This design comes from an exercise in tuning for small area, a short achievable clock period and few clock cycles on the open sky130 flow, not from production work.
Where RTL was checked, it was by simulation tests only, not by an equivalence proof against the original.
The RTL of run 3 was laid out without a check of its function.
Power is estimated from default activity; no workload was simulated.

==> flow/design.v <==
module lpr_tone_rom_half (
    input  wire [5:0]  lohi,
    output wire [39:0] e
);
    wire [63:0] sel = 64'd1 << lohi;
    assign e[0] = |(sel & 64'h0000C02020D8281A);
    assign e[1] = |(sel & 64'h0000C0E010C8E4F6);
    assign e[2] = |(sel & 64'h000000C0D0E0C4D6);
    assign e[3] = |(sel & 64'h000000001000F8EA);
    assign e[4] = |(sel & 64'h0080808060888874);
    assign e[5] = |(sel & 64'h008040A0D0A0A0D6);
    assign e[6] = |(sel & 64'h00800040E048B4E2);
    assign e[7] = |(sel & 64'h0080C020D0D86CD0);
    assign e[8] = |(sel & 64'h0080C0002028F022);
    assign e[9] = |(sel & 64'h000080A0A0A8A05C);
    assign e[10] = |(sel & 64'h000000C0C0303866);
    assign e[11] = |(sel & 64'h008040A0A09864DC);
    assign e[12] = |(sel & 64'h0000802020C0A47A);
    assign e[13] = |(sel & 64'h0000002020F8207A);
    assign e[14] = |(sel & 64'h000000202000D882);
    assign e[15] = |(sel & 64'h0000C0E0103030CC);
    assign e[16] = |(sel & 64'h0000C00010E8E8D8);
    assign e[17] = |(sel & 64'h008080A04050508E);
    assign e[18] = |(sel & 64'h008080A00000FC8C);
    assign e[19] = |(sel & 64'h0000002080787808);
    assign e[20] = |(sel & 64'h0000C0E0C040BCCC);
    assign e[21] = |(sel & 64'h0000C0E03048F4C4);
    assign e[22] = |(sel & 64'h0080408060289CAC);
    assign e[23] = |(sel & 64'h008000A0D020B4A4);
    assign e[24] = |(sel & 64'h0080004010C0A8B8);
    assign e[25] = |(sel & 64'h000080608068D42A);
    assign e[26] = |(sel & 64'h00000080E088E034);
    assign e[27] = |(sel & 64'h0000C0C0C0303806);
    assign e[28] = |(sel & 64'h008080808040BC44);
    assign e[29] = |(sel & 64'h00808060601858E0);
    assign e[30] = |(sel & 64'h0000C0A0A040BCA4);
    assign e[31] = |(sel & 64'h000000C03068D4CC);
    assign e[32] = |(sel & 64'h008040A090D84C5C);
    assign e[33] = |(sel & 64'h000080C020906896);
    assign e[34] = |(sel & 64'h00000000C0E07018);
    assign e[35] = |(sel & 64'h00000000000080E0);
    assign e[36] = |(sel & 64'h0080C0E0F0F8FCFE);
    assign e[37] = |(sel & 64'h00808040D0C818D8);
    assign e[38] = |(sel & 64'h0080C0E0A070A0E4);
    assign e[39] = |(sel & 64'h0080C020F0286CAA);
endmodule
module lpr_tone_fold (
    input  wire [5:0] addr,
    output wire [5:0] lohi,
    output wire       swap,
    output wire       diag
);
    wire [2:0] row = addr[5:3];
    wire [2:0] col = addr[2:0];
    assign swap = (row > col);
    assign diag = (row == col);
    assign lohi = swap ? {col, row} : {row, col};
endmodule
module lpr_tone_unfold (
    input  wire [39:0] e,
    input  wire        swap,
    input  wire        diag,
    output wire [39:0] data
);
    assign data = diag ? {4'd1, 36'd0}
                : swap ? {e[39:36], 4'd11 - e[35:32], ~e[31:0]}
                : e;
endmodule
module lpr_tone_rom (
    input  wire [5:0]  addr,
    output wire [39:0] data
);
    wire [5:0]  lohi;
    wire        swap, diag;
    wire [39:0] e;
    lpr_tone_fold     u_fold   (.addr(addr), .lohi(lohi), .swap(swap), .diag(diag));
    lpr_tone_rom_half u_half   (.lohi(lohi), .e(e));
    lpr_tone_unfold   u_unfold (.e(e), .swap(swap), .diag(diag), .data(data));
endmodule
module lpr_tune #(
    parameter [6:0] CFG_BASE_NOTE = 7'd24,
    parameter [6:0] CFG_PB_RANGE  = 7'd1,
    parameter       CFG_ZONE      = 1'b0,
    parameter [6:0] CFG_NUMCH     = 7'd15
) (
    input  wire        clk,
    input  wire        rst,
    input  wire        cmd_valid,
    input  wire [31:0] cmd,
    output wire        cmd_ready,
    output reg         resp_valid,
    output reg  [63:0] resp
);
    assign cmd_ready = 1'b1;
    reg       v1;
    reg [5:0] op1;
    reg [5:0] addr1;
    reg [6:0] imm1;
    reg       zlo1;       
    always @(posedge clk) begin
        if (rst) v1 <= 1'b0;
        else     v1 <= cmd_valid;
        op1   <= cmd[31:26];
        addr1 <= cmd[25:20];
        imm1  <= cmd[19:13];
        zlo1  <= (cmd[12:0] == 13'd0);
    end
    wire z_a    = (addr1 == 6'd0);
    wire z_i    = (imm1 == 7'd0);
    wire z_all  = z_a && z_i && zlo1;
    wire z_addr = z_i && zlo1;
    wire z_imm  = z_a && zlo1;
    wire is_nop  = (op1 == 6'h00) && z_all;
    wire is_base = (op1 == 6'h01) && z_imm;
    wire is_rng  = (op1 == 6'h02) && z_imm;
    wire is_get  = (op1 == 6'h03) && z_addr;
    wire is_rom  = (op1 == 6'h04) && z_addr;
    wire is_stat = (op1 == 6'h15) && z_all;
    wire is_pre  = is_rng && z_i;
    wire is_ill  = !(is_nop || is_base || is_rng || is_get || is_rom || is_stat);
    reg [6:0] base_note;
    reg [6:0] pb_range;
    reg       sticky;
    reg [2:0] rng_e;
    reg [5:0] rng_n;
    reg [2:0] e_i;
    always @(*) begin
        casez (imm1)
            7'b1??????: e_i = 3'd6;
            7'b01?????: e_i = 3'd5;
            7'b001????: e_i = 3'd4;
            7'b0001???: e_i = 3'd3;
            7'b00001??: e_i = 3'd2;
            7'b000001?: e_i = 3'd1;
            default:    e_i = 3'd0;
        endcase
    end
    wire [6:0] rn_i = imm1 << (3'd6 - e_i);
    always @(posedge clk) begin
        if (rst) begin
            base_note <= CFG_BASE_NOTE;
            pb_range  <= CFG_PB_RANGE;
            rng_e     <= 3'd0;
            rng_n     <= 6'd0;
            sticky    <= 1'b0;
        end else if (v1) begin
            if (is_base) base_note <= imm1;
            if (is_rng && !z_i) begin
                pb_range <= imm1;
                rng_e    <= e_i;
                rng_n    <= rn_i[5:0];
            end
            if (is_ill || is_pre) sticky <= 1'b1;
        end
    end
    reg [12:0] m_tab;
    always @(*) begin
        case (rng_n)
            6'd0 : m_tab = 13'd0;
            6'd1 : m_tab = 13'd7940;
            6'd2 : m_tab = 13'd7696;
            6'd3 : m_tab = 13'd7459;
            6'd4 : m_tab = 13'd7229;
            6'd5 : m_tab = 13'd7005;
            6'd6 : m_tab = 13'd6788;
            6'd7 : m_tab = 13'd6577;
            6'd8 : m_tab = 13'd6372;
            6'd9 : m_tab = 13'd6173;
            6'd10: m_tab = 13'd5978;
            6'd11: m_tab = 13'd5790;
            6'd12: m_tab = 13'd5606;
            6'd13: m_tab = 13'd5426;
            6'd14: m_tab = 13'd5252;
            6'd15: m_tab = 13'd5082;
            6'd16: m_tab = 13'd4916;
            6'd17: m_tab = 13'd4754;
            6'd18: m_tab = 13'd4596;
            6'd19: m_tab = 13'd4442;
            6'd20: m_tab = 13'd4292;
            6'd21: m_tab = 13'd4145;
            6'd22: m_tab = 13'd4001;
            6'd23: m_tab = 13'd3861;
            6'd24: m_tab = 13'd3724;
            6'd25: m_tab = 13'd3590;
            6'd26: m_tab = 13'd3459;
            6'd27: m_tab = 13'd3331;
            6'd28: m_tab = 13'd3206;
            6'd29: m_tab = 13'd3084;
            6'd30: m_tab = 13'd2964;
            6'd31: m_tab = 13'd2846;
            6'd32: m_tab = 13'd2731;
            6'd33: m_tab = 13'd2619;
            6'd34: m_tab = 13'd2508;
            6'd35: m_tab = 13'd2400;
            6'd36: m_tab = 13'd2294;
            6'd37: m_tab = 13'd2190;
            6'd38: m_tab = 13'd2089;
            6'd39: m_tab = 13'd1989;
            6'd40: m_tab = 13'd1891;
            6'd41: m_tab = 13'd1795;
            6'd42: m_tab = 13'd1701;
            6'd43: m_tab = 13'd1608;
            6'd44: m_tab = 13'd1518;
            6'd45: m_tab = 13'd1428;
            6'd46: m_tab = 13'd1341;
            6'd47: m_tab = 13'd1255;
            6'd48: m_tab = 13'd1171;
            6'd49: m_tab = 13'd1088;
            6'd50: m_tab = 13'd1007;
            6'd51: m_tab = 13'd927;
            6'd52: m_tab = 13'd848;
            6'd53: m_tab = 13'd771;
            6'd54: m_tab = 13'd695;
            6'd55: m_tab = 13'd620;
            6'd56: m_tab = 13'd547;
            6'd57: m_tab = 13'd474;
            6'd58: m_tab = 13'd403;
            6'd59: m_tab = 13'd334;
            6'd60: m_tab = 13'd265;
            6'd61: m_tab = 13'd197;
            6'd62: m_tab = 13'd131;
            6'd63: m_tab = 13'd65;
            default: m_tab = 13'd0;
        endcase
    end
    reg [12:0] ml;      
    reg [2:0]  msh;     
    always @(posedge clk) begin
        ml  <= m_tab;
        msh <= rng_e + {2'd0, (rng_n != 6'd0)};
    end
    wire [5:0]  lohi1;
    wire        swap1, diag1;
    wire [39:0] e1, rd1;
    lpr_tone_fold     u_fold   (.addr(addr1), .lohi(lohi1), .swap(swap1), .diag(diag1));
    lpr_tone_rom_half u_half   (.lohi(lohi1), .e(e1));
    lpr_tone_unfold   u_unfold (.e(e1), .swap(swap1), .diag(diag1), .data(rd1));
    reg        v2, get2, rom2, stat2, err2, ill2;
    reg [39:0] rd2;
    always @(posedge clk) begin
        if (rst) v2 <= 1'b0;
        else     v2 <= v1;
        get2  <= is_get;
        rom2  <= is_rom;
        stat2 <= is_stat;
        err2  <= is_ill | is_pre;
        ill2  <= is_ill;
        rd2   <= rd1;
    end
    wire [7:0] note_sum = {1'b0, base_note} + {4'd0, rd2[35:32]};
    wire [6:0] note_sat = note_sum[7] ? 7'd127 : note_sum[6:0];
    wire [12:0] dd = rd2[31:19];
    wire fs0 = (dd[9] & ml[0]) ^ (dd[8] & ml[1]);
    wire fc0 = (dd[9] & ml[0]) & (dd[8] & ml[1]);
    wire fs1 = (dd[10] & ml[0]) ^ (dd[9] & ml[1]) ^ (dd[8] & ml[2]);
    wire fc1 = ((dd[10] & ml[0]) & (dd[9] & ml[1])) | ((dd[8] & ml[2]) & ((dd[10] & ml[0]) ^ (dd[9] & ml[1])));
    wire fs2 = (dd[7] & ml[3]) ^ (dd[6] & ml[4]);
    wire fc2 = (dd[7] & ml[3]) & (dd[6] & ml[4]);
    wire fs3 = 1'b1 ^ (dd[11] & ml[0]) ^ (dd[10] & ml[1]);
    wire fc3 = (1'b1 & (dd[11] & ml[0])) | ((dd[10] & ml[1]) & (1'b1 ^ (dd[11] & ml[0])));
    wire fs4 = (dd[9] & ml[2]) ^ (dd[8] & ml[3]) ^ (dd[7] & ml[4]);
    wire fc4 = ((dd[9] & ml[2]) & (dd[8] & ml[3])) | ((dd[7] & ml[4]) & ((dd[9] & ml[2]) ^ (dd[8] & ml[3])));
    wire fs5 = (dd[6] & ml[5]) ^ (dd[5] & ml[6]) ^ (dd[4] & ml[7]);
    wire fc5 = ((dd[6] & ml[5]) & (dd[5] & ml[6])) | ((dd[4] & ml[7]) & ((dd[6] & ml[5]) ^ (dd[5] & ml[6])));
    wire fs6 = (dd[12] & ml[0]) ^ (dd[11] & ml[1]) ^ (dd[10] & ml[2]);
    wire fc6 = ((dd[12] & ml[0]) & (dd[11] & ml[1])) | ((dd[10] & ml[2]) & ((dd[12] & ml[0]) ^ (dd[11] & ml[1])));
    wire fs7 = (dd[9] & ml[3]) ^ (dd[8] & ml[4]) ^ (dd[7] & ml[5]);
    wire fc7 = ((dd[9] & ml[3]) & (dd[8] & ml[4])) | ((dd[7] & ml[5]) & ((dd[9] & ml[3]) ^ (dd[8] & ml[4])));
    wire fs8 = (dd[6] & ml[6]) ^ (dd[5] & ml[7]) ^ (dd[4] & ml[8]);
    wire fc8 = ((dd[6] & ml[6]) & (dd[5] & ml[7])) | ((dd[4] & ml[8]) & ((dd[6] & ml[6]) ^ (dd[5] & ml[7])));
    wire fs9 = (dd[3] & ml[9]) ^ (dd[2] & ml[10]);
    wire fc9 = (dd[3] & ml[9]) & (dd[2] & ml[10]);
    wire fs10 = (dd[12] & ml[1]) ^ (dd[11] & ml[2]) ^ (dd[10] & ml[3]);
    wire fc10 = ((dd[12] & ml[1]) & (dd[11] & ml[2])) | ((dd[10] & ml[3]) & ((dd[12] & ml[1]) ^ (dd[11] & ml[2])));
    wire fs11 = (dd[9] & ml[4]) ^ (dd[8] & ml[5]) ^ (dd[7] & ml[6]);
    wire fc11 = ((dd[9] & ml[4]) & (dd[8] & ml[5])) | ((dd[7] & ml[6]) & ((dd[9] & ml[4]) ^ (dd[8] & ml[5])));
    wire fs12 = (dd[6] & ml[7]) ^ (dd[5] & ml[8]) ^ (dd[4] & ml[9]);
    wire fc12 = ((dd[6] & ml[7]) & (dd[5] & ml[8])) | ((dd[4] & ml[9]) & ((dd[6] & ml[7]) ^ (dd[5] & ml[8])));
    wire fs13 = (dd[3] & ml[10]) ^ (dd[2] & ml[11]) ^ (dd[1] & ml[12]);
    wire fc13 = ((dd[3] & ml[10]) & (dd[2] & ml[11])) | ((dd[1] & ml[12]) & ((dd[3] & ml[10]) ^ (dd[2] & ml[11])));
    wire fs14 = (dd[12] & ml[2]) ^ (dd[11] & ml[3]) ^ (dd[10] & ml[4]);
    wire fc14 = ((dd[12] & ml[2]) & (dd[11] & ml[3])) | ((dd[10] & ml[4]) & ((dd[12] & ml[2]) ^ (dd[11] & ml[3])));
    wire fs15 = (dd[9] & ml[5]) ^ (dd[8] & ml[6]) ^ (dd[7] & ml[7]);
    wire fc15 = ((dd[9] & ml[5]) & (dd[8] & ml[6])) | ((dd[7] & ml[7]) & ((dd[9] & ml[5]) ^ (dd[8] & ml[6])));
    wire fs16 = (dd[6] & ml[8]) ^ (dd[5] & ml[9]) ^ (dd[4] & ml[10]);
    wire fc16 = ((dd[6] & ml[8]) & (dd[5] & ml[9])) | ((dd[4] & ml[10]) & ((dd[6] & ml[8]) ^ (dd[5] & ml[9])));
    wire fs17 = (dd[3] & ml[11]) ^ (dd[2] & ml[12]);
    wire fc17 = (dd[3] & ml[11]) & (dd[2] & ml[12]);
    wire fs18 = (dd[12] & ml[3]) ^ (dd[11] & ml[4]) ^ (dd[10] & ml[5]);
    wire fc18 = ((dd[12] & ml[3]) & (dd[11] & ml[4])) | ((dd[10] & ml[5]) & ((dd[12] & ml[3]) ^ (dd[11] & ml[4])));
    wire fs19 = (dd[9] & ml[6]) ^ (dd[8] & ml[7]) ^ (dd[7] & ml[8]);
    wire fc19 = ((dd[9] & ml[6]) & (dd[8] & ml[7])) | ((dd[7] & ml[8]) & ((dd[9] & ml[6]) ^ (dd[8] & ml[7])));
    wire fs20 = (dd[6] & ml[9]) ^ (dd[5] & ml[10]) ^ (dd[4] & ml[11]);
    wire fc20 = ((dd[6] & ml[9]) & (dd[5] & ml[10])) | ((dd[4] & ml[11]) & ((dd[6] & ml[9]) ^ (dd[5] & ml[10])));
    wire fs21 = (dd[12] & ml[4]) ^ (dd[11] & ml[5]) ^ (dd[10] & ml[6]);
    wire fc21 = ((dd[12] & ml[4]) & (dd[11] & ml[5])) | ((dd[10] & ml[6]) & ((dd[12] & ml[4]) ^ (dd[11] & ml[5])));
    wire fs22 = (dd[9] & ml[7]) ^ (dd[8] & ml[8]) ^ (dd[7] & ml[9]);
    wire fc22 = ((dd[9] & ml[7]) & (dd[8] & ml[8])) | ((dd[7] & ml[9]) & ((dd[9] & ml[7]) ^ (dd[8] & ml[8])));
    wire fs23 = (dd[12] & ml[5]) ^ (dd[11] & ml[6]) ^ (dd[10] & ml[7]);
    wire fc23 = ((dd[12] & ml[5]) & (dd[11] & ml[6])) | ((dd[10] & ml[7]) & ((dd[12] & ml[5]) ^ (dd[11] & ml[6])));
    wire fs24 = (dd[7] & ml[2]) ^ (dd[6] & ml[3]) ^ (dd[5] & ml[4]);
    wire fc24 = ((dd[7] & ml[2]) & (dd[6] & ml[3])) | ((dd[5] & ml[4]) & ((dd[7] & ml[2]) ^ (dd[6] & ml[3])));
    wire fs25 = (dd[4] & ml[5]) ^ (dd[3] & ml[6]);
    wire fc25 = (dd[4] & ml[5]) & (dd[3] & ml[6]);
    wire fs26 = (dd[5] & ml[5]) ^ (dd[4] & ml[6]) ^ (dd[3] & ml[7]);
    wire fc26 = ((dd[5] & ml[5]) & (dd[4] & ml[6])) | ((dd[3] & ml[7]) & ((dd[5] & ml[5]) ^ (dd[4] & ml[6])));
    wire fs27 = (dd[2] & ml[8]) ^ (dd[1] & ml[9]) ^ (dd[0] & ml[10]);
    wire fc27 = ((dd[2] & ml[8]) & (dd[1] & ml[9])) | ((dd[0] & ml[10]) & ((dd[2] & ml[8]) ^ (dd[1] & ml[9])));
    wire fs28 = fs2 ^ fs1;
    wire fc28 = fs2 & fs1;
    wire fs29 = (dd[3] & ml[8]) ^ (dd[2] & ml[9]) ^ (dd[1] & ml[10]);
    wire fc29 = ((dd[3] & ml[8]) & (dd[2] & ml[9])) | ((dd[1] & ml[10]) & ((dd[3] & ml[8]) ^ (dd[2] & ml[9])));
    wire fs30 = (dd[0] & ml[11]) ^ fs5 ^ fs4;
    wire fc30 = ((dd[0] & ml[11]) & fs5) | (fs4 & ((dd[0] & ml[11]) ^ fs5));
    wire fs31 = fs3 ^ fc2 ^ fc1;
    wire fc31 = (fs3 & fc2) | (fc1 & (fs3 ^ fc2));
    wire fs32 = (dd[1] & ml[11]) ^ (dd[0] & ml[12]) ^ fs9;
    wire fc32 = ((dd[1] & ml[11]) & (dd[0] & ml[12])) | (fs9 & ((dd[1] & ml[11]) ^ (dd[0] & ml[12])));
    wire fs33 = fs8 ^ fs7 ^ fs6;
    wire fc33 = (fs8 & fs7) | (fs6 & (fs8 ^ fs7));
    wire fs34 = fc5 ^ fc4 ^ fc3;
    wire fc34 = (fc5 & fc4) | (fc3 & (fc5 ^ fc4));
    wire fs35 = dd[0] ^ fs13 ^ fs12;
    wire fc35 = (dd[0] & fs13) | (fs12 & (dd[0] ^ fs13));
    wire fs36 = fs11 ^ fs10 ^ fc9;
    wire fc36 = (fs11 & fs10) | (fc9 & (fs11 ^ fs10));
    wire fs37 = fc8 ^ fc7 ^ fc6;
    wire fc37 = (fc8 & fc7) | (fc6 & (fc8 ^ fc7));
    wire fs38 = dd[1] ^ fs17 ^ fs16;
    wire fc38 = (dd[1] & fs17) | (fs16 & (dd[1] ^ fs17));
    wire fs39 = fs15 ^ fs14 ^ fc13;
    wire fc39 = (fs15 & fs14) | (fc13 & (fs15 ^ fs14));
    wire fs40 = fc12 ^ fc11 ^ fc10;
    wire fc40 = (fc12 & fc11) | (fc10 & (fc12 ^ fc11));
    wire fs41 = (dd[3] & ml[12]) ^ dd[2] ^ fs20;
    wire fc41 = ((dd[3] & ml[12]) & dd[2]) | (fs20 & ((dd[3] & ml[12]) ^ dd[2]));
    wire fs42 = fs19 ^ fs18 ^ fc17;
    wire fc42 = (fs19 & fs18) | (fc17 & (fs19 ^ fs18));
    wire fs43 = fc16 ^ fc15 ^ fc14;
    wire fc43 = (fc16 & fc15) | (fc14 & (fc16 ^ fc15));
    wire fs44 = (dd[6] & ml[10]) ^ (dd[5] & ml[11]) ^ (dd[4] & ml[12]);
    wire fc44 = ((dd[6] & ml[10]) & (dd[5] & ml[11])) | ((dd[4] & ml[12]) & ((dd[6] & ml[10]) ^ (dd[5] & ml[11])));
    wire fs45 = dd[3] ^ fs22 ^ fs21;
    wire fc45 = (dd[3] & fs22) | (fs21 & (dd[3] ^ fs22));
    wire fs46 = fc20 ^ fc19 ^ fc18;
    wire fc46 = (fc20 & fc19) | (fc18 & (fc20 ^ fc19));
    wire fs47 = (dd[9] & ml[8]) ^ (dd[8] & ml[9]) ^ (dd[7] & ml[10]);
    wire fc47 = ((dd[9] & ml[8]) & (dd[8] & ml[9])) | ((dd[7] & ml[10]) & ((dd[9] & ml[8]) ^ (dd[8] & ml[9])));
    wire fs48 = (dd[6] & ml[11]) ^ (dd[5] & ml[12]) ^ dd[4];
    wire fc48 = ((dd[6] & ml[11]) & (dd[5] & ml[12])) | (dd[4] & ((dd[6] & ml[11]) ^ (dd[5] & ml[12])));
    wire fs49 = fs23 ^ fc22 ^ fc21;
    wire fc49 = (fs23 & fc22) | (fc21 & (fs23 ^ fc22));
    wire fs50 = (dd[12] & ml[6]) ^ (dd[11] & ml[7]) ^ (dd[10] & ml[8]);
    wire fc50 = ((dd[12] & ml[6]) & (dd[11] & ml[7])) | ((dd[10] & ml[8]) & ((dd[12] & ml[6]) ^ (dd[11] & ml[7])));
    wire fs51 = (dd[9] & ml[9]) ^ (dd[8] & ml[10]) ^ (dd[7] & ml[11]);
    wire fc51 = ((dd[9] & ml[9]) & (dd[8] & ml[10])) | ((dd[7] & ml[11]) & ((dd[9] & ml[9]) ^ (dd[8] & ml[10])));
    wire fs52 = (dd[6] & ml[12]) ^ dd[5] ^ fc23;
    wire fc52 = ((dd[6] & ml[12]) & dd[5]) | (fc23 & ((dd[6] & ml[12]) ^ dd[5]));
    wire fs53 = (dd[12] & ml[7]) ^ (dd[11] & ml[8]) ^ (dd[10] & ml[9]);
    wire fc53 = ((dd[12] & ml[7]) & (dd[11] & ml[8])) | ((dd[10] & ml[9]) & ((dd[12] & ml[7]) ^ (dd[11] & ml[8])));
    wire fs54 = (dd[9] & ml[10]) ^ (dd[8] & ml[11]) ^ (dd[7] & ml[12]);
    wire fc54 = ((dd[9] & ml[10]) & (dd[8] & ml[11])) | ((dd[7] & ml[12]) & ((dd[9] & ml[10]) ^ (dd[8] & ml[11])));
    wire fs55 = (dd[12] & ml[8]) ^ (dd[11] & ml[9]) ^ (dd[10] & ml[10]);
    wire fc55 = ((dd[12] & ml[8]) & (dd[11] & ml[9])) | ((dd[10] & ml[10]) & ((dd[12] & ml[8]) ^ (dd[11] & ml[9])));
    wire fs56 = (dd[2] & ml[7]) ^ (dd[1] & ml[8]) ^ (dd[0] & ml[9]);
    wire fc56 = ((dd[2] & ml[7]) & (dd[1] & ml[8])) | ((dd[0] & ml[9]) & ((dd[2] & ml[7]) ^ (dd[1] & ml[8])));
    wire fs57 = fc0 ^ fs28 ^ fs27;
    wire fc57 = (fc0 & fs28) | (fs27 & (fc0 ^ fs28));
    wire fs58 = fs26 ^ fc25;
    wire fc58 = fs26 & fc25;
    wire fs59 = fs31 ^ fs30 ^ fs29;
    wire fc59 = (fs31 & fs30) | (fs29 & (fs31 ^ fs30));
    wire fs60 = fc28 ^ fc27 ^ fc26;
    wire fc60 = (fc28 & fc27) | (fc26 & (fc28 ^ fc27));
    wire fs61 = fs34 ^ fs33 ^ fs32;
    wire fc61 = (fs34 & fs33) | (fs32 & (fs34 ^ fs33));
    wire fs62 = fc31 ^ fc30 ^ fc29;
    wire fc62 = (fc31 & fc30) | (fc29 & (fc31 ^ fc30));
    wire fs63 = fs37 ^ fs36 ^ fs35;
    wire fc63 = (fs37 & fs36) | (fs35 & (fs37 ^ fs36));
    wire fs64 = fc34 ^ fc33 ^ fc32;
    wire fc64 = (fc34 & fc33) | (fc32 & (fc34 ^ fc33));
    wire fs65 = fs40 ^ fs39 ^ fs38;
    wire fc65 = (fs40 & fs39) | (fs38 & (fs40 ^ fs39));
    wire fs66 = fc37 ^ fc36 ^ fc35;
    wire fc66 = (fc37 & fc36) | (fc35 & (fc37 ^ fc36));
    wire fs67 = fs43 ^ fs42 ^ fs41;
    wire fc67 = (fs43 & fs42) | (fs41 & (fs43 ^ fs42));
    wire fs68 = fc40 ^ fc39 ^ fc38;
    wire fc68 = (fc40 & fc39) | (fc38 & (fc40 ^ fc39));
    wire fs69 = fs46 ^ fs45 ^ fs44;
    wire fc69 = (fs46 & fs45) | (fs44 & (fs46 ^ fs45));
    wire fs70 = fc43 ^ fc42 ^ fc41;
    wire fc70 = (fc43 & fc42) | (fc41 & (fc43 ^ fc42));
    wire fs71 = fs49 ^ fs48 ^ fs47;
    wire fc71 = (fs49 & fs48) | (fs47 & (fs49 ^ fs48));
    wire fs72 = fc46 ^ fc45 ^ fc44;
    wire fc72 = (fc46 & fc45) | (fc44 & (fc46 ^ fc45));
    wire fs73 = fs52 ^ fs51 ^ fs50;
    wire fc73 = (fs52 & fs51) | (fs50 & (fs52 ^ fs51));
    wire fs74 = fc49 ^ fc48 ^ fc47;
    wire fc74 = (fc49 & fc48) | (fc47 & (fc49 ^ fc48));
    wire fs75 = dd[6] ^ fs54 ^ fs53;
    wire fc75 = (dd[6] & fs54) | (fs53 & (dd[6] ^ fs54));
    wire fs76 = fc52 ^ fc51 ^ fc50;
    wire fc76 = (fc52 & fc51) | (fc50 & (fc52 ^ fc51));
    wire fs77 = (dd[9] & ml[11]) ^ (dd[8] & ml[12]) ^ dd[7];
    wire fc77 = ((dd[9] & ml[11]) & (dd[8] & ml[12])) | (dd[7] & ((dd[9] & ml[11]) ^ (dd[8] & ml[12])));
    wire fs78 = fs55 ^ fc54 ^ fc53;
    wire fc78 = (fs55 & fc54) | (fc53 & (fs55 ^ fc54));
    wire fs79 = (dd[12] & ml[9]) ^ (dd[11] & ml[10]) ^ (dd[10] & ml[11]);
    wire fc79 = ((dd[12] & ml[9]) & (dd[11] & ml[10])) | ((dd[10] & ml[11]) & ((dd[12] & ml[9]) ^ (dd[11] & ml[10])));
    wire fs80 = (dd[9] & ml[12]) ^ dd[8] ^ fc55;
    wire fc80 = ((dd[9] & ml[12]) & dd[8]) | (fc55 & ((dd[9] & ml[12]) ^ dd[8]));
    wire fs81 = (dd[12] & ml[10]) ^ (dd[11] & ml[11]) ^ (dd[10] & ml[12]);
    wire fc81 = ((dd[12] & ml[10]) & (dd[11] & ml[11])) | ((dd[10] & ml[12]) & ((dd[12] & ml[10]) ^ (dd[11] & ml[11])));
    wire fs82 = fs0 ^ fs25;
    wire fc82 = fs0 & fs25;
    wire fs83 = fc24 ^ fs58 ^ fs57;
    wire fc83 = (fc24 & fs58) | (fs57 & (fc24 ^ fs58));
    wire fs84 = fs60 ^ fs59 ^ fc58;
    wire fc84 = (fs60 & fs59) | (fc58 & (fs60 ^ fs59));
    wire fs85 = fs62 ^ fs61 ^ fc60;
    wire fc85 = (fs62 & fs61) | (fc60 & (fs62 ^ fs61));
    wire fs86 = fs64 ^ fs63 ^ fc62;
    wire fc86 = (fs64 & fs63) | (fc62 & (fs64 ^ fs63));
    wire fs87 = fs66 ^ fs65 ^ fc64;
    wire fc87 = (fs66 & fs65) | (fc64 & (fs66 ^ fs65));
    wire fs88 = fs68 ^ fs67 ^ fc66;
    wire fc88 = (fs68 & fs67) | (fc66 & (fs68 ^ fs67));
    wire fs89 = fs70 ^ fs69 ^ fc68;
    wire fc89 = (fs70 & fs69) | (fc68 & (fs70 ^ fs69));
    wire fs90 = fs72 ^ fs71 ^ fc70;
    wire fc90 = (fs72 & fs71) | (fc70 & (fs72 ^ fs71));
    wire fs91 = fs74 ^ fs73 ^ fc72;
    wire fc91 = (fs74 & fs73) | (fc72 & (fs74 ^ fs73));
    wire fs92 = fs76 ^ fs75 ^ fc74;
    wire fc92 = (fs76 & fs75) | (fc74 & (fs76 ^ fs75));
    wire fs93 = fs78 ^ fs77 ^ fc76;
    wire fc93 = (fs78 & fs77) | (fc76 & (fs78 ^ fs77));
    wire fs94 = fs80 ^ fs79 ^ fc78;
    wire fc94 = (fs80 & fs79) | (fc78 & (fs80 ^ fs79));
    wire fs95 = dd[9] ^ fs81 ^ fc80;
    wire fc95 = (dd[9] & fs81) | (fc80 & (dd[9] ^ fs81));
    wire fs96 = (dd[12] & ml[11]) ^ (dd[11] & ml[12]) ^ dd[10];
    wire fc96 = ((dd[12] & ml[11]) & (dd[11] & ml[12])) | (dd[10] & ((dd[12] & ml[11]) ^ (dd[11] & ml[12])));
    wire fs97 = fs24 ^ fs56;
    wire fc97 = fs24 & fs56;
    wire fs98 = fc56 ^ fs83 ^ fc82;
    wire fc98 = (fc56 & fs83) | (fc82 & (fc56 ^ fs83));
    wire fs99 = fc57 ^ fs84 ^ fc83;
    wire fc99 = (fc57 & fs84) | (fc83 & (fc57 ^ fs84));
    wire fs100 = fc59 ^ fs85 ^ fc84;
    wire fc100 = (fc59 & fs85) | (fc84 & (fc59 ^ fs85));
    wire fs101 = fc61 ^ fs86 ^ fc85;
    wire fc101 = (fc61 & fs86) | (fc85 & (fc61 ^ fs86));
    wire fs102 = fc63 ^ fs87 ^ fc86;
    wire fc102 = (fc63 & fs87) | (fc86 & (fc63 ^ fs87));
    wire fs103 = fc65 ^ fs88 ^ fc87;
    wire fc103 = (fc65 & fs88) | (fc87 & (fc65 ^ fs88));
    wire fs104 = fc67 ^ fs89 ^ fc88;
    wire fc104 = (fc67 & fs89) | (fc88 & (fc67 ^ fs89));
    wire fs105 = fc69 ^ fs90 ^ fc89;
    wire fc105 = (fc69 & fs90) | (fc89 & (fc69 ^ fs90));
    wire fs106 = fc71 ^ fs91 ^ fc90;
    wire fc106 = (fc71 & fs91) | (fc90 & (fc71 ^ fs91));
    wire fs107 = fc73 ^ fs92 ^ fc91;
    wire fc107 = (fc73 & fs92) | (fc91 & (fc73 ^ fs92));
    wire fs108 = fc75 ^ fs93 ^ fc92;
    wire fc108 = (fc75 & fs93) | (fc92 & (fc75 ^ fs93));
    wire fs109 = fc77 ^ fs94 ^ fc93;
    wire fc109 = (fc77 & fs94) | (fc93 & (fc77 ^ fs94));
    wire fs110 = fc79 ^ fs95 ^ fc94;
    wire fc110 = (fc79 & fs95) | (fc94 & (fc79 ^ fs95));
    wire fs111 = fc81 ^ fs96 ^ fc95;
    wire fc111 = (fc81 & fs96) | (fc95 & (fc81 ^ fs96));
    wire fs112 = (dd[12] & ml[12]) ^ dd[11] ^ fc96;
    wire fc112 = ((dd[12] & ml[12]) & dd[11]) | (fc96 & ((dd[12] & ml[12]) ^ dd[11]));
    wire [17:0] sx = {1'b0, fc112, fc111, fc110, fc109, fc108, fc107, fc106, fc105, fc104, fc103, fc102, fc101, fc100, fc99, fc98, fc97, fs97};
    wire [17:0] sy = {1'b0, dd[12], fs112, fs111, fs110, fs109, fs108, fs107, fs106, fs105, fs104, fs103, fs102, fs101, fs100, fs99, fs98, fs82};
    reg        v3, get3, rom3, stat3, err3, ill3;
    reg [39:0] pl3;
    reg [6:0]  aux3;
    always @(posedge clk) begin
        if (rst) v3 <= 1'b0;
        else     v3 <= v2;
        get3  <= get2;
        rom3  <= rom2;
        stat3 <= stat2;
        err3  <= err2;
        ill3  <= ill2;
        pl3   <= get2  ? {5'd0, sx, {sy[17], sy[16], sy[15], sy[14], sy[13], sy[12], sy[11], sy[10], sy[9], sy[8], sy[7], sy[6], sy[5], sy[4], sy[3], sy[2], sy[1]}}
               : stat2 ? {32'd0, pb_range, sticky}
               : {rd2};
        aux3  <= stat2 ? base_note : note_sat;
    end
    wire [17:0] sx3 = pl3[34:17];
    wire [17:0] sy3 = {pl3[16], pl3[15], pl3[14], pl3[13], pl3[12], pl3[11], pl3[10], pl3[9], pl3[8], pl3[7], pl3[6], pl3[5], pl3[4], pl3[3], pl3[2], pl3[1], pl3[0], 1'b0};
    wire [17:0] prod = sx3 + sy3;    
    wire [13:0] p_hi = prod[17:4];
    wire [12:0] q = p_hi >> msh;
    wire [63:0] r_get  = {18'd0, aux3, 1'b1, q, 25'd0};
    wire [63:0] r_rom  = {2'd0, pl3[39:32], 22'd0, pl3[31:0]};
    wire [63:0] r_stat = {11'd0, pl3[0], CFG_ZONE, aux3, pl3[7:1], CFG_NUMCH, 30'd0};
    wire [63:0] r_next = {err3, ill3, 62'd0}
                       | (get3  ? r_get  : 64'd0)
                       | (rom3  ? r_rom  : 64'd0)
                       | (stat3 ? r_stat : 64'd0);
    always @(posedge clk) begin
        if (rst) resp_valid <= 1'b0;
        else     resp_valid <= v3;
        resp <= r_next;
    end
endmodule
==> flow/run.sh <==
#!/bin/bash
# synth_recipe.tcl (not shown) runs the flow's synth.tcl, then flattens the netlist and writes it again
# the make line also repeats each setting of config.mk as NAME=value (left out here)
make -C /OpenROAD-flow-scripts/flow DESIGN_CONFIG=/design/flow/config.mk WORK_HOME=/design/flow/orfs CLKGATE_MAP_FILE= SYNTH_SCRIPT=/design/flow/synth_recipe.tcl finish
==> flow/config.mk <==
export PLATFORM = sky130hd
export DESIGN_NAME = lpr_tune
export DESIGN_NICKNAME = lpr_tune
export VERILOG_FILES = /design/flow/design.v
export SDC_FILE = /design/flow/constraint.sdc
export NUM_CORES = 4
export LEC_CHECK = 0
export ABC_AREA = 1
export CAP_MARGIN = 20
export CORE_MARGIN = 2
export CORE_UTILIZATION = 65
export SLEW_MARGIN = 20
==> flow/constraint.sdc <==
create_clock -name core_clock -period 10.0 [get_ports {clk}]
set_input_delay 2.0000 -clock core_clock [delete_from_list [all_inputs] [get_ports {clk}]]
set_output_delay 2.0000 -clock core_clock [all_outputs]
set_load 0.01 [all_outputs]
==> results of run 1 <==
==> worst paths after layout <==
| check | startpoint | end | cells after the start |
|---|---|---|---|
| setup / recovery | addr1[2] | rd2[27] | 17 |
| hold / removal | ill3 | resp[62] | 0 |
| setup reg to reg | addr1[2] | rd2[27] | 17 |
| hold reg to reg | ill3 | resp[62] | 0 |
==> layer usage <==
metal  vias up  global-route usage (%)  share of wire, %  wire, um
li1       6714                       -                 -         -
met1      6945                    49.0                34     17700
met2      1301                    71.0                45     23100
met3       401                    11.8                12      5940
met4         4                    30.3               9.0      4640
met5         -                       0             0.066        34
==> cell usage in the layout (no fill, tap or decap), types with 4 or more instances in the layout <==
master	instances
a21oi_1	96
a31oi_1	5
buf_4	5
bufinv_16	7
clkbuf_16	24
clkdlybuf4s50_1	97
dfxtp_1	223
fa_1	104
ha_1	48
inv_1	339
nand2_1	528
nand2_2	14
nand3_1	185
nand3b_1	6
nand4_1	31
nor2_1	255
nor2_2	8
nor3_1	26
o211ai_1	12
o21ai_0	73
o21bai_1	8
o221ai_1	6
o22ai_1	8
o31ai_1	4
or2_2	5
xor2_1	10
==> through the flow <==
| step | cell area (sq um) | setup slack (ns) | utilization, % | std cells | power (mW) |
|---|---|---|---|---|---|
| global placement | 15800 | 6.18 | 70.4 | 2426 | 1.89 |
| finish | 16700 | 5.95 | 74.6 | 2469 | 3.02 |
| CTS | 16700 | 6.13 | 74.6 | 2469 | 2.97 |
| global route | 16700 | 5.74 | 74.6 | 2469 | 3.13 |
| floorplan | 14700 | 6.43 | - | 2112 | 1.67 |
| detailed placement | 15800 | 6.16 | 70.4 | 2426 | 1.92 |
==> power groups by stage <==
stage / combinational, mW / sequential (mW) / clock [mW]
2_1_floorplan: 0.604 / 1.06 / 0
3_3_place_gp: 0.735 / 1.15 / 0
3_5_place_dp: 0.759 / 1.16 / 0
4_1_cts: 0.784 / 1.14 / 1.04
5_1_grt: 0.897 / 1.16 / 1.08
6_report: 0.818 / 1.16 / 1.05
==> area by class of cell <==
cell class / instances / area (sq um)
multi-input cells: 1474 / 8680
fillers: 1562 / 5700
flip-flops and latches: 223 / 4460
inverters: 342 / 1280
repair buffers: 102 / 1010
clock buffers: 28 / 646
well taps: 285 / 357
clock inverters: 15 / 295
==> flip-flops by register name, indices dropped and copies added (netlist names), 3 cells and up <==
register	flops
base_note	7
imm1	7
rng_n	6
resp	62
pb_range	7
msh	3
op1	6
pl3	40
addr1	6
aux3	7
rd2	40
rng_e	3
ml	13
==> cell families after synthesis <==
logic type | count (synthesis) | share of synthesized area, %
buffers and inverters | 415 | 10.9
XOR/XNOR | 13 | 0.772
flip-flops | 223 | 30.3
AO/OA/AOI/OAI | 237 | 9.28
other | 2 | 0.0509
adder cells (fa/ha/maj) | 152 | 18.2
AND/OR/NAND/NOR | 1069 | 30.6
==> flow_summary.toml, run 1 <==
[run_status]
status = "timing/DRC/antenna clean"

[clock_tree]
clk_path_buf_depth = 3
cts_num_sinks = 223
cts_buffers = 24
clock_latency_ns = 0.54
root_buffer = "clkbuf_16"
cts_hold_buf = 0
htree_levels = 1
cts_resized = 0
post_cts_buffers = 0
path_clk_slew_ns = 0.07
cts_tree = "built"

[yosys]
yosys-top-cells-count = "528 x nand2_1, 339 x inv_1, 255 x nor2_1"
syn_avg_cell_area_sq_um = 6.98
yosys_warnings = 1
synthArstFlopShare_pct = 0
synth.most_common_cell = "nand2_1"
synth_top_area_cell = "dfxtp_1"
synth_area_sq_mm = 0.0147
synth_edf_count = 0
synth_ff_type = "dfxtp_1"
yosys_register_bits = 223
netlist_instances = 2111
synth_cell_types = 53
yosysTopAreaCellShare_pct = 30.3
synthTopCellsByArea = "dfxtp_1 30%, fa_1 14%, nand2_1 13%"
ys_seq_area_share_pct = 30.3

[sta]
worst_pin_slew_ns = 0.907
drv_slew = 0
fin_worst_skew_ns = 0.0259
post-route-period-util_pct = 40.5
rsz0062_at_grt = "no"
hold_slack_ns = 0.330
hold_violations = 0
max_clock_freq_mhz = 247
min_period_ns = 4.05
relSlewSlack_pct = 39.5
setup_tns_ns = 0
setup_viol = 0

[die]
die-area_sq_mm = 0.0239
die_y_um = 155
initial_core_util_pct = 65.7
num_rows = 55
coreArea_sq_mm = 0.0224
ios = 101
die_x_um = 155

[placed_design]
io_buffers = 97
hpwl_mm = 37.2
place.gp.congestion = 1.07

[setup_path]
start_kind = "register"
crit_family = "simple AND/OR/NAND/NOR gates"
criticalPathCategory = "register to register"
crit_chain = "inv_1, ha_1, a21oi_2, nand2_2, nand2_2, nand2_1, nand2_2, nor2_1, nand2_1, nor2_1, nor2_1, nand2_1, nor2_1, nand3_1, nand2_1, inv_1, nor2_1"
worst-path-buf-inv = 2
critical_path.max_fanout = 35
reg2reg_slack_ns = 5.95
crit_slowest_cell = "nand2_2"
crit_path_frequent_cell = "nor2_1"
end_kind = "register"
worstPathRequired_ns = 10.44
critPathArrivalTime_ns = 4.49
max_stage_delay_ns = 0.68

[drt]
drtIter0Drc = 2115
drt-vias-per-instance = 6.22
firstDrtPassIters = 6
routed_wl_mm = 51.4
ant_nets = 0
num_vias = 15400
wl_per_cell_um = 20.8
drc = 0

[pwr]
swShare_pct = 36.6
p_seq_share_pct = 38.3
cellLeakagePower_nw = 8.84
ir_worst_vdd_uv = 118
p_per_area_mw_per_mm2 = 181
clockPowerShare_pct = 34.7
switchingPower_mw = 1.11
p_int_mw = 1.92
comb_power_share_pct = 27.0

[global_routing]
grt_pass1_vias = 15400
grt_pass1_wl_mm = 81.3
grt_max_degree = 43
grtUsageTotal_pct = 43.2
grt_antenna_before_repair = 2
gr-total-overflow = 0

[job]
max_cap_viol_count = 0

[final_layout]
area_growth_pct = 13.5
drive_gt1_share_pct = 3.89
antenna_cells = 0
nets = 2354

[hold_path]
holdCritPathClass = "register to register"
Testbench counts, summed over its fixed seeds: cycles 2,592.
==> inputs of run 2 (changes only) <==
--- a/flow/config.mk
+++ b/flow/config.mk
@@ -8,5 +8,5 @@
 export ABC_AREA = 1
 export CAP_MARGIN = 20
 export CORE_MARGIN = 2
-export CORE_UTILIZATION = 65
+export CORE_UTILIZATION = 40
 export SLEW_MARGIN = 20
==> flow_summary.toml, run 2 <==
[yosys]
synthTopCellsByArea = "dfxtp_1 30%, fa_1 14%, nand2_1 13%"
syn_avg_cell_area_sq_um = 6.98
synth.most_common_cell = "nand2_1"
synth_top_area_cell = "dfxtp_1"
synthArstFlopShare_pct = 0
ys_seq_area_share_pct = 30.3
synth_ff_type = "dfxtp_1"
synth_area_sq_mm = 0.0147
yosys_register_bits = 223
synth_edf_count = 0
yosysTopAreaCellShare_pct = 30.3
synth_cell_types = 53
netlist_instances = 2111
yosys_warnings = 1
yosys-top-cells-count = "528 x nand2_1, 339 x inv_1, 255 x nor2_1"

[final_layout]
final_cell_mix = "528 x nand2_1, 339 x inv_1, 255 x nor2_1, 222 x dfxtp_1, 185 x nand3_1"
seqCellArea_sq_mm = 0.00447
largestRegisters = "resp: 62 flops, pl3: 40 flops, rd2: 40 flops"
largest_reg_flops = 62
multiInputGateArea_sq_mm = 0.00868
nets = 2356
top_register = "resp"
fin_area_sq_mm = 0.0169
final_util_pct = 46.4
layout.cells.non_filler = 2657
final_common_cell = "nand2_1"
fill_cells = 3706
area_growth_pct = 14.8
drive_gt1_share_pct = 4.02
antenna_cells = 0

[placed_design]
hpwl_mm = 40.2
place.gp.congestion = 1.00
dp_cells = 2609
io_buffers = 97
placement.cell_area_sq_mm = 0.0160

[drt]
ant_nets = 0
drt-vias-per-instance = 5.24
num_vias = 13900
drtIter0Drc = 1129
wl_per_cell_um = 19.0
drc = 0
firstDrtPassIters = 6
routed_wl_mm = 50.5

[pwr]
p_seq_share_pct = 39.7
cellLeakagePower_nw = 8.83
swShare_pct = 36.4
ir_worst_vdd_uv = 119
switchingPower_mw = 1.06
clockPowerShare_pct = 33.7
comb_power_share_pct = 26.6
p_per_area_mw_per_mm2 = 173
p_int_mw = 1.86

[setup_path]
critPathArrivalTime_ns = 4.54
crit_end = "rd2[35]"
worstPathRequired_ns = 10.42
criticalPathCategory = "register to register"
r2r-start = "addr1[2]"
reg2reg_slack_ns = 5.88
worstSetupStartpoint = "addr1[2]"
rr_endpoint = "rd2[35]"
start_kind = "register"
critical_path.max_fanout = 35
end_kind = "register"
reg2reg_depth = 16

[hold_path]
holdCritPathClass = "register to register"
hp-start = "err2"

[global_routing]
grt_max_degree = 43
grt_antenna_before_repair = 0
gr-total-overflow = 0
grt_pass1_vias = 13700
grtUsageTotal_pct = 26.4
grt_pass1_wl_mm = 78.5

[sta]
relSlewSlack_pct = 41.3
min_period_ns = 4.12
hold_violations = 0
fin_worst_skew_ns = 0.0177
setup_tns_ns = 0
post-route-period-util_pct = 41.2
rsz0062_at_grt = "no"
setup_viol = 0
drv_slew = 0
worst_pin_slew_ns = 0.881
max_clock_freq_mhz = 243

[clock_tree]
cts_hold_buf = 0
cts_num_sinks = 223
cts_buffers = 26
clk_path_buf_depth = 3
htree_levels = 1
post_cts_buffers = 0
root_buffer = "clkbuf_16"
path_clk_slew_ns = 0.06
cts_resized = 0
clock_latency_ns = 0.55
cts_tree = "built"

[run_status]
status = "timing/DRC/antenna clean"

[die]
initial_core_util_pct = 40.5
num_rows = 70
die_y_um = 196
die_x_um = 196
ios = 101
coreArea_sq_mm = 0.0364
die-area_sq_mm = 0.0384

[job]
max_cap_viol_count = 0
-- run 2: cell counts after synthesis --
No cell type changed its count.
-- run 2: worst max-delay path, cell delays in order (launching register included) --
cell	delay, ns
dfxtp_1	0.37
inv_1	0.12
ha_1	0.35
a21oi_2	0.14
nand2_2	0.38
nand2_2	0.72
nand2_1	0.14
nand2_2	0.17
nand2_2	0.11
nor2_2	0.39
nand2_1	0.28
nand2_2	0.23
inv_1	0.08
o21ai_0	0.14
nand4_1	0.20
nand2_1	0.11
nor2_1	0.05
-- run 2: worst min-delay path by stage --
stage | cells after the start | slack [ns] | end
finish | 0 | 0.32 | err3
global route | 0 | 0.33 | rom3
CTS | 0 | 0.32 | err3
detailed placement | 0 | 0.31 | rom3
global placement | 0 | 0.31 | rom3
floorplan | 0 | 0.31 | err3
-- run 2: logic make-up after synthesis --
logic type / count (synthesis) / synth area share [%]
and+or+nand+nor: 1069 / 30.6
xor gates and xnor gates: 13 / 0.772
DFF: 223 / 30.3
adders and majority gates: 152 / 18.2
other: 2 / 0.0509
buffers and inverters: 415 / 10.9
AOI/OAI and AO/OA: 237 / 9.28
-- run 2: layout make-up --
class | instances | area share [%]
clock buffer | 32 | 4.10
clock inverter | 16 | 1.20
inverter | 342 | 7.59
multi-input combinational | 1474 | 51.3
sequential | 223 | 26.4
tap | 468 | 3.46
timing repair buffer | 102 | 5.96
-- run 2: metal layers --
| metal | vias up | wire [um] | global-route usage, % |
|---|---|---|---|
| li1 | 6732 | - | - |
| met1 | 6559 | 21400 | 33.4 |
| met2 | 521 | 24000 | 45.8 |
| met3 | 122 | 2860 | 3.42 |
| met4 | 0 | 2210 | 10.4 |
| met5 | - | 0 | 0 |
-- run 2: metrics by stage --
stage	total power [mW]	hold slack [ns]	worst slack (ns)
3_5_place_dp	1.95	0.313	5.94
5_1_grt	3.10	0.327	5.49
6_report	2.92	0.317	5.88
4_1_cts	2.94	0.322	5.94
3_3_place_gp	1.95	0.311	5.96
2_1_floorplan	1.67	0.310	6.43
-- run 2: power by group through the flow --
stage	combinational [mW]	sequential, mW	clock, mW
finish	0.778	1.16	0.985
global route	0.882	1.17	1.05
CTS	0.774	1.16	1.01
detailed placement	0.769	1.18	0
global placement	0.771	1.18	0
floorplan	0.604	1.06	0
==> inputs of run 3 (changes only) <==
--- a/flow/design.v
+++ b/flow/design.v
@@ -250,18 +250,18 @@
     wire [7:0] note_sum = {1'b0, base_note} + {4'd0, rd2[35:32]};
     wire [6:0] note_sat = note_sum[7] ? 7'd127 : note_sum[6:0];
     wire [12:0] dd = rd2[31:19];
-    wire fs0 = (dd[9] & ml[0]) ^ (dd[8] & ml[1]);
-    wire fc0 = (dd[9] & ml[0]) & (dd[8] & ml[1]);
-    wire fs1 = (dd[10] & ml[0]) ^ (dd[9] & ml[1]) ^ (dd[8] & ml[2]);
-    wire fc1 = ((dd[10] & ml[0]) & (dd[9] & ml[1])) | ((dd[8] & ml[2]) & ((dd[10] & ml[0]) ^ (dd[9] & ml[1])));
-    wire fs2 = (dd[7] & ml[3]) ^ (dd[6] & ml[4]);
-    wire fc2 = (dd[7] & ml[3]) & (dd[6] & ml[4]);
-    wire fs3 = 1'b1 ^ (dd[11] & ml[0]) ^ (dd[10] & ml[1]);
-    wire fc3 = (1'b1 & (dd[11] & ml[0])) | ((dd[10] & ml[1]) & (1'b1 ^ (dd[11] & ml[0])));
-    wire fs4 = (dd[9] & ml[2]) ^ (dd[8] & ml[3]) ^ (dd[7] & ml[4]);
-    wire fc4 = ((dd[9] & ml[2]) & (dd[8] & ml[3])) | ((dd[7] & ml[4]) & ((dd[9] & ml[2]) ^ (dd[8] & ml[3])));
-    wire fs5 = (dd[6] & ml[5]) ^ (dd[5] & ml[6]) ^ (dd[4] & ml[7]);
-    wire fc5 = ((dd[6] & ml[5]) & (dd[5] & ml[6])) | ((dd[4] & ml[7]) & ((dd[6] & ml[5]) ^ (dd[5] & ml[6])));
+    wire fs0 = 1'b1 ^ (dd[9] & ml[0]) ^ (dd[8] & ml[1]);
+    wire fc0 = (1'b1 & (dd[9] & ml[0])) | ((dd[8] & ml[1]) & (1'b1 ^ (dd[9] & ml[0])));
+    wire fs1 = 1'b1 ^ (dd[10] & ml[0]) ^ (dd[9] & ml[1]);
+    wire fc1 = (1'b1 & (dd[10] & ml[0])) | ((dd[9] & ml[1]) & (1'b1 ^ (dd[10] & ml[0])));
+    wire fs2 = (dd[8] & ml[2]) ^ (dd[7] & ml[3]) ^ (dd[6] & ml[4]);
+    wire fc2 = ((dd[8] & ml[2]) & (dd[7] & ml[3])) | ((dd[6] & ml[4]) & ((dd[8] & ml[2]) ^ (dd[7] & ml[3])));
+    wire fs3 = (dd[11] & ml[0]) ^ (dd[10] & ml[1]) ^ (dd[9] & ml[2]);
+    wire fc3 = ((dd[11] & ml[0]) & (dd[10] & ml[1])) | ((dd[9] & ml[2]) & ((dd[11] & ml[0]) ^ (dd[10] & ml[1])));
+    wire fs4 = (dd[8] & ml[3]) ^ (dd[7] & ml[4]) ^ (dd[6] & ml[5]);
+    wire fc4 = ((dd[8] & ml[3]) & (dd[7] & ml[4])) | ((dd[6] & ml[5]) & ((dd[8] & ml[3]) ^ (dd[7] & ml[4])));
+    wire fs5 = (dd[5] & ml[6]) ^ (dd[4] & ml[7]);
+    wire fc5 = (dd[5] & ml[6]) & (dd[4] & ml[7]);
     wire fs6 = (dd[12] & ml[0]) ^ (dd[11] & ml[1]) ^ (dd[10] & ml[2]);
     wire fc6 = ((dd[12] & ml[0]) & (dd[11] & ml[1])) | ((dd[10] & ml[2]) & ((dd[12] & ml[0]) ^ (dd[11] & ml[1])));
     wire fs7 = (dd[9] & ml[3]) ^ (dd[8] & ml[4]) ^ (dd[7] & ml[5]);
@@ -444,42 +444,8 @@
     wire fc95 = (dd[9] & fs81) | (fc80 & (dd[9] ^ fs81));
     wire fs96 = (dd[12] & ml[11]) ^ (dd[11] & ml[12]) ^ dd[10];
     wire fc96 = ((dd[12] & ml[11]) & (dd[11] & ml[12])) | (dd[10] & ((dd[12] & ml[11]) ^ (dd[11] & ml[12])));
-    wire fs97 = fs24 ^ fs56;
-    wire fc97 = fs24 & fs56;
-    wire fs98 = fc56 ^ fs83 ^ fc82;
-    wire fc98 = (fc56 & fs83) | (fc82 & (fc56 ^ fs83));
-    wire fs99 = fc57 ^ fs84 ^ fc83;
-    wire fc99 = (fc57 & fs84) | (fc83 & (fc57 ^ fs84));
-    wire fs100 = fc59 ^ fs85 ^ fc84;
-    wire fc100 = (fc59 & fs85) | (fc84 & (fc59 ^ fs85));
-    wire fs101 = fc61 ^ fs86 ^ fc85;
-    wire fc101 = (fc61 & fs86) | (fc85 & (fc61 ^ fs86));
-    wire fs102 = fc63 ^ fs87 ^ fc86;
-    wire fc102 = (fc63 & fs87) | (fc86 & (fc63 ^ fs87));
-    wire fs103 = fc65 ^ fs88 ^ fc87;
-    wire fc103 = (fc65 & fs88) | (fc87 & (fc65 ^ fs88));
-    wire fs104 = fc67 ^ fs89 ^ fc88;
-    wire fc104 = (fc67 & fs89) | (fc88 & (fc67 ^ fs89));
-    wire fs105 = fc69 ^ fs90 ^ fc89;
-    wire fc105 = (fc69 & fs90) | (fc89 & (fc69 ^ fs90));
-    wire fs106 = fc71 ^ fs91 ^ fc90;
-    wire fc106 = (fc71 & fs91) | (fc90 & (fc71 ^ fs91));
-    wire fs107 = fc73 ^ fs92 ^ fc91;
-    wire fc107 = (fc73 & fs92) | (fc91 & (fc73 ^ fs92));
-    wire fs108 = fc75 ^ fs93 ^ fc92;
-    wire fc108 = (fc75 & fs93) | (fc92 & (fc75 ^ fs93));
-    wire fs109 = fc77 ^ fs94 ^ fc93;
-    wire fc109 = (fc77 & fs94) | (fc93 & (fc77 ^ fs94));
-    wire fs110 = fc79 ^ fs95 ^ fc94;
-    wire fc110 = (fc79 & fs95) | (fc94 & (fc79 ^ fs95));
-    wire fs111 = fc81 ^ fs96 ^ fc95;
-    wire fc111 = (fc81 & fs96) | (fc95 & (fc81 ^ fs96));
-    wire fs112 = (dd[12] & ml[12]) ^ dd[11] ^ fc96;
-    wire fc112 = ((dd[12] & ml[12]) & dd[11]) | (fc96 & ((dd[12] & ml[12]) ^ dd[11]));
-    wire [17:0] sx = {1'b0, fc112, fc111, fc110, fc109, fc108, fc107, fc106, fc105, fc104, fc103, fc102, fc101, fc100, fc99, fc98, fc97, fs97};
-    wire [17:0] sy = {1'b0, dd[12], fs112, fs111, fs110, fs109, fs108, fs107, fs106, fs105, fs104, fs103, fs102, fs101, fs100, fs99, fs98, fs82};
     reg        v3, get3, rom3, stat3, err3, ill3;
-    reg [39:0] pl3;
+    reg [48:0] pl3;
     reg [6:0]  aux3;
     always @(posedge clk) begin
         if (rst) v3 <= 1'b0;
@@ -489,13 +455,45 @@
         stat3 <= stat2;
         err3  <= err2;
         ill3  <= ill2;
-        pl3   <= get2  ? {5'd0, sx, {sy[17], sy[16], sy[15], sy[14], sy[13], sy[12], sy[11], sy[10], sy[9], sy[8], sy[7], sy[6], sy[5], sy[4], sy[3], sy[2], sy[1]}}
-               : stat2 ? {32'd0, pb_range, sticky}
-               : {rd2};
+        pl3   <= get2  ? {{dd[12], (dd[12] & ml[12]), dd[11], fc96, fc81, fs96, fc95, fc79, fs95, fc94, fc77, fs94, fc93, fc75, fs93, fc92, fc73, fs92, fc91, fc71, fs91, fc90, fc69, fs90, fc89, fc67, fs89, fc88, fc65, fs88, fc87, fc63, fs87, fc86, fc61, fs86, fc85, fc59, fs85, fc84, fc57, fs84, fc83, fc56, fs83, fc82, fs24, fs56, fs82}}
+               : stat2 ? {41'd0, pb_range, sticky}
+               : {9'd0, rd2};
         aux3  <= stat2 ? base_note : note_sat;
     end
-    wire [17:0] sx3 = pl3[34:17];
-    wire [17:0] sy3 = {pl3[16], pl3[15], pl3[14], pl3[13], pl3[12], pl3[11], pl3[10], pl3[9], pl3[8], pl3[7], pl3[6], pl3[5], pl3[4], pl3[3], pl3[2], pl3[1], pl3[0], 1'b0};
+    wire fs97 = pl3[2] ^ pl3[1];
+    wire fc97 = pl3[2] & pl3[1];
+    wire fs98 = pl3[5] ^ pl3[4] ^ pl3[3];
+    wire fc98 = (pl3[5] & pl3[4]) | (pl3[3] & (pl3[5] ^ pl3[4]));
+    wire fs99 = pl3[8] ^ pl3[7] ^ pl3[6];
+    wire fc99 = (pl3[8] & pl3[7]) | (pl3[6] & (pl3[8] ^ pl3[7]));
+    wire fs100 = pl3[11] ^ pl3[10] ^ pl3[9];
+    wire fc100 = (pl3[11] & pl3[10]) | (pl3[9] & (pl3[11] ^ pl3[10]));
+    wire fs101 = pl3[14] ^ pl3[13] ^ pl3[12];
+    wire fc101 = (pl3[14] & pl3[13]) | (pl3[12] & (pl3[14] ^ pl3[13]));
+    wire fs102 = pl3[17] ^ pl3[16] ^ pl3[15];
+    wire fc102 = (pl3[17] & pl3[16]) | (pl3[15] & (pl3[17] ^ pl3[16]));
+    wire fs103 = pl3[20] ^ pl3[19] ^ pl3[18];
+    wire fc103 = (pl3[20] & pl3[19]) | (pl3[18] & (pl3[20] ^ pl3[19]));
+    wire fs104 = pl3[23] ^ pl3[22] ^ pl3[21];
+    wire fc104 = (pl3[23] & pl3[22]) | (pl3[21] & (pl3[23] ^ pl3[22]));
+    wire fs105 = pl3[26] ^ pl3[25] ^ pl3[24];
+    wire fc105 = (pl3[26] & pl3[25]) | (pl3[24] & (pl3[26] ^ pl3[25]));
+    wire fs106 = pl3[29] ^ pl3[28] ^ pl3[27];
+    wire fc106 = (pl3[29] & pl3[28]) | (pl3[27] & (pl3[29] ^ pl3[28]));
+    wire fs107 = pl3[32] ^ pl3[31] ^ pl3[30];
+    wire fc107 = (pl3[32] & pl3[31]) | (pl3[30] & (pl3[32] ^ pl3[31]));
+    wire fs108 = pl3[35] ^ pl3[34] ^ pl3[33];
+    wire fc108 = (pl3[35] & pl3[34]) | (pl3[33] & (pl3[35] ^ pl3[34]));
+    wire fs109 = pl3[38] ^ pl3[37] ^ pl3[36];
+    wire fc109 = (pl3[38] & pl3[37]) | (pl3[36] & (pl3[38] ^ pl3[37]));
+    wire fs110 = pl3[41] ^ pl3[40] ^ pl3[39];
+    wire fc110 = (pl3[41] & pl3[40]) | (pl3[39] & (pl3[41] ^ pl3[40]));
+    wire fs111 = pl3[44] ^ pl3[43] ^ pl3[42];
+    wire fc111 = (pl3[44] & pl3[43]) | (pl3[42] & (pl3[44] ^ pl3[43]));
+    wire fs112 = pl3[47] ^ pl3[46] ^ pl3[45];
+    wire fc112 = (pl3[47] & pl3[46]) | (pl3[45] & (pl3[47] ^ pl3[46]));
+    wire [17:0] sx3 = {1'b0, fc112, fc111, fc110, fc109, fc108, fc107, fc106, fc105, fc104, fc103, fc102, fc101, fc100, fc99, fc98, fc97, fs97};
+    wire [17:0] sy3 = {1'b0, pl3[48], fs112, fs111, fs110, fs109, fs108, fs107, fs106, fs105, fs104, fs103, fs102, fs101, fs100, fs99, fs98, pl3[0]};
     wire [17:0] prod = sx3 + sy3;    
     wire [13:0] p_hi = prod[17:4];
     wire [12:0] q = p_hi >> msh;
==> flow/flow/run.sh (new file) <==
#!/bin/bash
set -o pipefail
export BUFFER_PORTS_ARGS="-buffer_cell sky130_fd_sc_hd__buf_2"
bash standard.sh > standard.log 2>&1
status=$?
tail -n 40 standard.log
exit $status
==> flow/standard.sh (new file) <==
#!/bin/bash
# synth_recipe.tcl (not shown) runs the flow's synth.tcl, then flattens the netlist and writes it again
# the make line also repeats each setting of config.mk as NAME=value (left out here)
make -C /OpenROAD-flow-scripts/flow DESIGN_CONFIG=/design/flow/config.mk WORK_HOME=/design/flow/orfs CLKGATE_MAP_FILE= SYNTH_SCRIPT=/design/flow/synth_recipe.tcl "${@:-finish}"
removed: flow/run.sh
==> flow_summary.toml, run 3 <==
[global_routing]
grt_pass1_wl_mm = 77.7
grt_antenna_before_repair = 0
gr-total-overflow = 0
grt_pass1_vias = 13800
use_met2_pct = 43.7
grt_max_degree = 48
grtUsageTotal_pct = 25.9
met3_usage_pct = 3.54
busiest_layer = "met2"
gr-usage-met1_pct = 33.4

[setup_path]
crit_family = "simple AND/OR/NAND/NOR gates"
criticalPathCategory = "register to register"
reg2reg_slack_ns = 6.07
crit_cells = 19
crit_slowest_cell = "nand2_2"
rr_endpoint = "rd2[4]"
critPathArrivalTime_ns = 4.36
crit_path_frequent_cell = "nand2_1"
worst-path-buf-inv = 5
reg2reg_depth = 19
crit_chain = "inv_1, ha_1, nand2_1, inv_1, nand2_1, buf_4, nand2_2, nand2_1, nand2_4, inv_4, nor2_2, nand2_1, nand2_1, inv_1, nand2_1, nor2_1, nand3_1, nand2_1, nor2_1"
worstPathRequired_ns = 10.43
start_kind = "register"
end_kind = "register"
critical_path.max_fanout = 41
max_stage_delay_ns = 0.53
r2r-start = "addr1[1]"

[drt]
firstDrtPassIters = 6
wl_per_cell_um = 18.7
num_vias = 14000
ant_nets = 0
drtIter0Drc = 961
drc = 0
routed_wl_mm = 49.7
drt-vias-per-instance = 5.25

[yosys]
yosys_register_bits = 232
synth.most_common_cell = "nand2_1"
yosys-top-cells-count = "584 x nand2_1, 301 x inv_1, 234 x nor2_1"
synth_edf_count = 0
synth_area_sq_mm = 0.0148
yosysTopAreaCellShare_pct = 31.4
synth_ff_type = "dfxtp_1"
synth_top_area_cell = "dfxtp_1"
synth_cell_types = 51
netlist_instances = 2106
synthTopCellsByArea = "dfxtp_1 31%, nand2_1 15%, fa_1 14%"
synthArstFlopShare_pct = 0
yosys_warnings = 1
syn_avg_cell_area_sq_um = 7.03
ys_seq_area_share_pct = 31.4

[final_layout]
area_growth_pct = 12.4
top_register = "resp"
final_common_cell = "nand2_1"
layout.cells.non_filler = 2656
drive_gt1_share_pct = 9.05
largest_reg_flops = 62
final_cell_mix = "584 x nand2_1, 301 x inv_1, 234 x nor2_1, 232 x dfxtp_1, 174 x nand3_1"
nets = 2356
largestRegisters = "resp: 62 flops, pl3: 49 flops, rd2: 40 flops"
fin_area_sq_mm = 0.0166
antenna_cells = 0

[die]
die_x_um = 196
initial_core_util_pct = 40.5
ios = 101
die_y_um = 196
die-area_sq_mm = 0.0385
coreArea_sq_mm = 0.0365
num_rows = 70

[hold_path]
hold_depth = 0
holdCritPathClass = "register to register"
hold_path_end = "rom3"
hp-start = "rom2"

[pwr]
ir_worst_vdd_uv = 121
p_per_area_mw_per_mm2 = 205
cellLeakagePower_nw = 9.03

[clock_tree]
htree_levels = 1
clock_latency_ns = 0.55
cts_resized = 0
cts_num_sinks = 232
cts_hold_buf = 0
path_clk_slew_ns = 0.06
clk_path_buf_depth = 3
cts_buffers = 27
root_buffer = "clkbuf_16"
post_cts_buffers = 0
cts_tree = "built"

[placed_design]
dp_cells = 2606
place.gp.congestion = 0.971
io_buffers = 97
hpwl_mm = 39.0
placement.cell_area_sq_mm = 0.0156
dp_slack_ns = 6.13

[run_status]
status = "timing/DRC/antenna clean"

[sta]
worst_slack_ns = 6.07
post-route-period-util_pct = 39.3
hold_violations = 0
max_clock_freq_mhz = 254
setup_viol = 0
worst_pin_slew_ns = 0.868
relSlewSlack_pct = 42.0
min_period_ns = 3.93
setup_tns_ns = 0
drv_slew = 0
fin_worst_skew_ns = 0.0119
rsz0062_at_grt = "no"

[job]
max_cap_viol_count = 0
[run 3: logic make-up (layout without fill, tap and decap cells)]
family,count (synthesis),count (layout),share of synthesized area (%)
DFF,232,232,31.4
AOI/OAI and AO/OA,215,215,8.23
xor gates and xnor gates,9,9,0.533
other,2,3,0.0508
buffers and inverters,389,470,9.99
adders and majority gates,154,154,18.3
and+or+nand+nor,1105,1105,31.5
[run 3: through the flow]
stage | power [mW] | utilization, % | hold WS [ns]
after floorplan | 1.98 | - | 0.310
after global placement | 2.34 | 42.8 | 0.311
after detailed placement | 2.34 | 42.8 | 0.312
after CTS | 3.42 | 45.5 | 0.327
after global routing | 3.63 | 45.5 | 0.336
final | 3.41 | 45.5 | 0.325
[run 3: worst max-delay path by stage]
stage,startpoint,end,slack [ns]
5_1_grt,addr1[2],rd2[20],5.77
2_1_floorplan,rd2[29],pl3[10],6.95
4_1_cts,addr1[1],rd2[2],6.12
3_5_place_dp,addr1[1],rd2[2],6.13
3_3_place_gp,addr1[2],rd2[2],6.08
6_report,addr1[1],rd2[4],6.07
[run 3: routing by layer]
metal / part of all wire, % / vias up
met5: 0 / -
met4: 4.9 / 0
met2: 47 / 513
met1: 42 / 6599
met3: 6.2 / 128
li1: - / 6711
[run 3: power breakdown]
group	leakage, nW	switching, mW	internal, mW
logic	6.65	0.733	0.392
registers	1.91	0.172	1.04
clock network	0.472	0.414	0.655
[run 3: layout make-up]
| cell class | instances | area (sq um) |
|---|---|---|
| fillers | 3790 | 19900 |
| multi-input cells | 1486 | 8680 |
| flip-flops and latches | 232 | 4640 |
| inverters | 314 | 1180 |
| clock buffers | 31 | 721 |
| well taps | 468 | 586 |
| repair buffers | 106 | 553 |
| clock inverters | 19 | 269 |
[run 3: worst register-to-register path, stage by stage, from the launching register on]
cell	delay [ns]
dfxtp_1	0.36
inv_1	0.10
ha_1	0.33
nand2_1	0.08
inv_1	0.04
nand2_1	0.04
buf_4	0.39
nand2_2	0.56
nand2_1	0.31
nand2_4	0.13
inv_4	0.14
nor2_2	0.08
nand2_1	0.18
nand2_1	0.17
inv_1	0.17
nand2_1	0.08
nor2_1	0.42
nand3_1	0.13
nand2_1	0.09
nor2_1	0.04

==> separate check: timing with driven ports <==
Ports are ideal in the flow. The routed layouts listed here were re-timed in OpenROAD.
Step 1 (the two cells are an assumption about what drives the block):
set clk [get_ports {clk}]
set_driving_cell -lib_cell sky130_fd_sc_hd__clkbuf_16 $clk
set_driving_cell -lib_cell sky130_fd_sc_hd__buf_2 [delete_from_list [all_inputs] $clk]
Step 2, shift: input delay + t, output delay - t, t = (earliest + latest rising clock arrival at the registers) / 2. This alone moves slack from input paths to output paths.
a / b / c = ideal / step 1 / step 2; a / b = the first two.
run | t (ns) | slack for setup (ns) | clock arrival spread, ns | slew at the worst register clock pin (ns) | pins driven straight from the clock port
run 1 | 0.581 | 5.946 / 5.946 / 5.946 | 0.027 / 0.027 | 0.07 / 0.07 | 1
run 2 | 0.590 | 5.882 / 5.882 / 5.882 | 0.018 / 0.018 | 0.06 / 0.06 | 1
run 3 | 0.597 | 6.070 / 6.070 / 6.070 | 0.012 / 0.013 | 0.06 / 0.06 | 1
After both steps every run listed still meets setup and hold.
